Background: an optimization exercise with open tools, aiming at a short achievable clock period and few clock cycles. Do not read the settings as production practice.
Where RTL was checked, it was by simulation tests only, not by an equivalence proof against the original.
No activity file was given, so power comes from the tool's default toggle rates.

==> trial 35: inputs <==
==> flow/design.v (excerpt) <==
module ssq_chunkenc (
    input  wire        clk,
    input  wire        rst,
    input  wire        in_valid,
    output reg         in_ready,
    input  wire [7:0]  in_data,
    input  wire        in_last,
    output reg         out_valid,
    input  wire        out_ready,
    output reg  [7:0]  out_data,
    output reg         out_last,
    output reg  [15:0] out_sym_len,
    output reg  [2:0]  out_chunk_pad,
    output reg  [15:0] out_total,
    output reg  [15:0] out_conv
);
    localparam DDEPTH = 32;         
    localparam EDEPTH = 8;          
    localparam DTH    = 12;         
    localparam MTH    = EDEPTH - 2; 
    integer i, j;
    function [7:0] norm;
        input [7:0] b;
        begin
            if (b >= 8'd32 && b <= 8'd126)
                norm = b;
            else if (b >= 8'd128)
                norm = 8'd48 + ((b - 8'd128) % 8'd75);
            else if ((b >= 8'd16 && b <= 8'd26) || (b >= 8'd28 && b <= 8'd31))
                norm = b + 8'd64;                   
            else begin
                case (b)                            
                    8'd0:   norm = 8'd48;   
                    8'd1:   norm = 8'd49;   
                    8'd2:   norm = 8'd50;   
                    8'd3:   norm = 8'd51;   
                    8'd4:   norm = 8'd52;   
                    8'd5:   norm = 8'd53;   
                    8'd6:   norm = 8'd54;   
                    8'd7:   norm = 8'd55;   
                    8'd8:   norm = 8'd56;   
                    8'd9:   norm = 8'd57;   
  ...
export LEC_CHECK = 0
export CAP_MARGIN = 20
export CORE_MARGIN = 2
export CORE_UTILIZATION = 40
export SLEW_MARGIN = 20
create_clock -name core_clock -period 6.5 [get_ports {clk}]
run.sh (not shown) runs the stock make flow with config.mk's settings and CLKGATE_MAP_FILE= SYNTH_SCRIPT=/design/flow/synth_recipe.tcl, a recipe that flattens the netlist after the stock synthesis.
==> build 40 (differences from trial 35) <==
--- a/flow/design.v
+++ b/flow/design.v
@@ -10,17 +10,17 @@
     output reg  [7:0]  out_data,
     output reg         out_last,
     output reg  [15:0] out_sym_len,
     output reg  [2:0]  out_chunk_pad,
     output reg  [15:0] out_total,
     output reg  [15:0] out_conv
 );
-    localparam DDEPTH = 32;         
-    localparam EDEPTH = 8;          
-    localparam DTH    = 12;         
+    localparam DDEPTH = 20;         
+    localparam EDEPTH = 4;          
+    localparam DTH    = 2;          
     localparam MTH    = EDEPTH - 2; 
     integer i, j;
     function [7:0] norm;
         input [7:0] b;
         begin
             if (b >= 8'd32 && b <= 8'd126)
                 norm = b;
@@ -58,84 +58,80 @@
     always @(posedge clk) begin
         v1 <= !rst && in_fire;
         d1 <= in_data;
         l1 <= in_last;
     end
     reg        v2, l2, c2, f2;
     reg [7:0]  n2;
-    reg [2:0]  ph2;
-    reg [2:0]  ph_s;      
+    reg [4:0]  ph2;       
+    reg [4:0]  ph_s;      
     reg        first_s;   
     always @(posedge clk) begin
         n2  <= norm(d1);
         c2  <= (d1 < 8'd32) || (d1 > 8'd126);
         l2  <= l1;
         ph2 <= ph_s;
         f2  <= first_s;
         if (rst) begin
             v2      <= 1'b0;
-            ph_s    <= 3'd0;
+            ph_s    <= 5'b00001;
             first_s <= 1'b1;
         end else begin
             v2 <= v1;
             if (v1) begin
                 first_s <= l1;
                 if (l1)
-                    ph_s <= 3'd0;
-                else
-                    case (ph_s)             
-                        3'd0: ph_s <= 3'd3;
-                        3'd1: ph_s <= 3'd4;
-                        3'd2: ph_s <= 3'd0;
-                        3'd3: ph_s <= 3'd1;
-                        default: ph_s <= 3'd2;
-                    endcase
+                    ph_s <= 5'b00001;
+                else                        
+                    ph_s <= {ph_s[1:0], ph_s[4:2]};
             end
         end
     end
     reg [7:0]  prevn;     
     reg        v3, l3, c3, f3;
     reg [7:0]  b3;
     reg [8:0]  keep3;
     reg [2:0]  pad3;
-    reg [11:0] w;         
-    reg [8:0]  sp;        
-    reg [8:0]  keep_c;
-    integer    cp, s, any;
-    always @(*) begin
-        w = {prevn[3:0], n2};
-        for (j = 0; j < 8; j = j + 1) begin
-            cp  = (ph2 + j) % 5;      
-            s   = j - cp;             
-            any = 0;
-            for (i = -4; i < 7; i = i + 1)
-                if (i >= s && i <= j - 2 && w[7 - i])
-                    any = 1;
-            sp[j] = w[7 - j] && (cp >= 2) && !w[8 - j] && (any != 0);
+    wire [11:0] w = {prevn[3:0], n2};    
+    wire [8:0]  keep_ph [0:4];
+    genvar gp, gj, gi;
+    generate
+        for (gp = 0; gp < 5; gp = gp + 1) begin : g_ph
+            wire [8:0] sp;               
+            for (gj = 0; gj < 8; gj = gj + 1) begin : g_bit
+                localparam integer CP = (gp + gj) % 5;    
+                wire [11:0] earlier;
+                for (gi = 0; gi < 12; gi = gi + 1) begin : g_e
+                    assign earlier[gi] = (7 - gi >= gj - CP) && (7 - gi <= gj - 2) ? w[gi] : 1'b0;
+                end
+                if (CP >= 2) begin : g_sp
+                    assign sp[gj] = w[7 - gj] && !w[8 - gj] && (|earlier);
+                end else begin : g_nosp
+                    assign sp[gj] = 1'b0;
+                end
+            end
+            assign sp[8] = 1'b0;
+            for (gj = 0; gj < 8; gj = gj + 1) begin : g_keep
+                assign keep_ph[gp][7 - gj] = w[7 - gj] || sp[gj + 1];
+            end
+            assign keep_ph[gp][8] = sp[0];
         end
-        sp[8] = 1'b0;
-        for (j = 0; j < 8; j = j + 1)
-            keep_c[7 - j] = w[7 - j] || sp[j + 1];
-        keep_c[8] = sp[0];
-    end
+    endgenerate
+    wire [8:0] keep_c = ({9{ph2[0]}} & keep_ph[0]) | ({9{ph2[1]}} & keep_ph[1]) |
+                        ({9{ph2[2]}} & keep_ph[2]) | ({9{ph2[3]}} & keep_ph[3]) |
+                        ({9{ph2[4]}} & keep_ph[4]);
     always @(posedge clk) begin
         if (v2)
             prevn <= n2;
         b3    <= n2;
         keep3 <= keep_c;
         l3    <= l2;
         c3    <= c2;
         f3    <= f2;
-        case (ph2)                  
-            3'd0: pad3 <= 3'd2;
-            3'd1: pad3 <= 3'd1;
-            3'd2: pad3 <= 3'd0;
-            3'd3: pad3 <= 3'd4;
-            default: pad3 <= 3'd3;
-        endcase
+        pad3 <= {ph2[3], ph2[0] | ph2[4], ph2[1] | ph2[4]};
         v3 <= !rst && v2;
     end
     reg        v4, l4, c4, f4;
     reg [7:0]  b4;
     reg [31:0] rank4;     
     reg [3:0]  t4;
     reg [2:0]  pad4;
==> flow/config.mk (replaced) <==
export PLATFORM = sky130hd
export DESIGN_NAME = ssq_chunkenc
export DESIGN_NICKNAME = ssq_chunkenc
export VERILOG_FILES = /design/flow/design.v
export SDC_FILE = /design/flow/constraint.sdc
export NUM_CORES = 4
export LEC_CHECK = 0
export ABC_CLOCK_PERIOD_IN_PS = 2000
export CAP_MARGIN = 20
export CORE_MARGIN = 2
export CORE_UTILIZATION = 40
export SETUP_SLACK_MARGIN = 4.0
export SLEW_MARGIN = 20
==> notes.md <==
Status
The run finished with no timing, DRC or antenna violations.

Final layout
Sequential cells placed in the final layout were counted as 1085. The number of ordinary and repair buffers in the finished layout is 119.

Floorplan
After floorplanning, the core was divided into 128 placement rows.

Global route
The number of antenna violations at the first check in global routing is 5.

Power
The internal power is 12.6 mW.
(the above is from trial 35)
==> notes.md <==
Final layout
The fraction of final layout cells sized beyond drive strength 1 is 21.7%. After layout, the buffer instance count without clock buffers stands at 132.

Critical path
The number of buffer and inverter instances along the worst setup path is 2.

Global route
The number of antenna violations at the first check in global routing is 0.

Status
The run finished with no timing, DRC or antenna violations.

Power
The internal power is 8.82 mW.

Route
The remaining design rule violation count is 0.

Placement
The placed instance count is 3184.
(the above is from build 40)
Testbench counts of trial 35, summed over its fixed seeds: cycles 57,805.
The RTL of build 40 was laid out without a check of its function.

## separate check: timing with driven ports
The flow's constraints put no driver on any port. The routed layouts listed below were extracted and timed again, unchanged, in two steps.
Step 1 sets driving cells, clkbuf_16 on the clock port and buf_2 on the other inputs (assumed; they add their load-dependent delay and slew).
Step 2 times the ports against the registers' clock, not the clock port: input delays grow and output delays shrink by t, the midpoint of the rising clock arrivals with the driver on.
Slacks: ideal / step 1 / step 2; pairs: ideal / step 1.
run	t, ns	slack for setup (ns)	worst setup path at the end	latest minus earliest clock arrival (ns)
trial 35	0.741	0.794 / 0.794 / 0.794	register to register	0.074 / 0.074
build 40	0.681	3.391 / 3.391 / 3.079	input to register	0.017 / 0.017
After both steps every run listed still meets setup and hold. For build 40, which loses most, drivers alone change the setup slack by 0.000 ns; drivers and shift together by -0.312 ns.
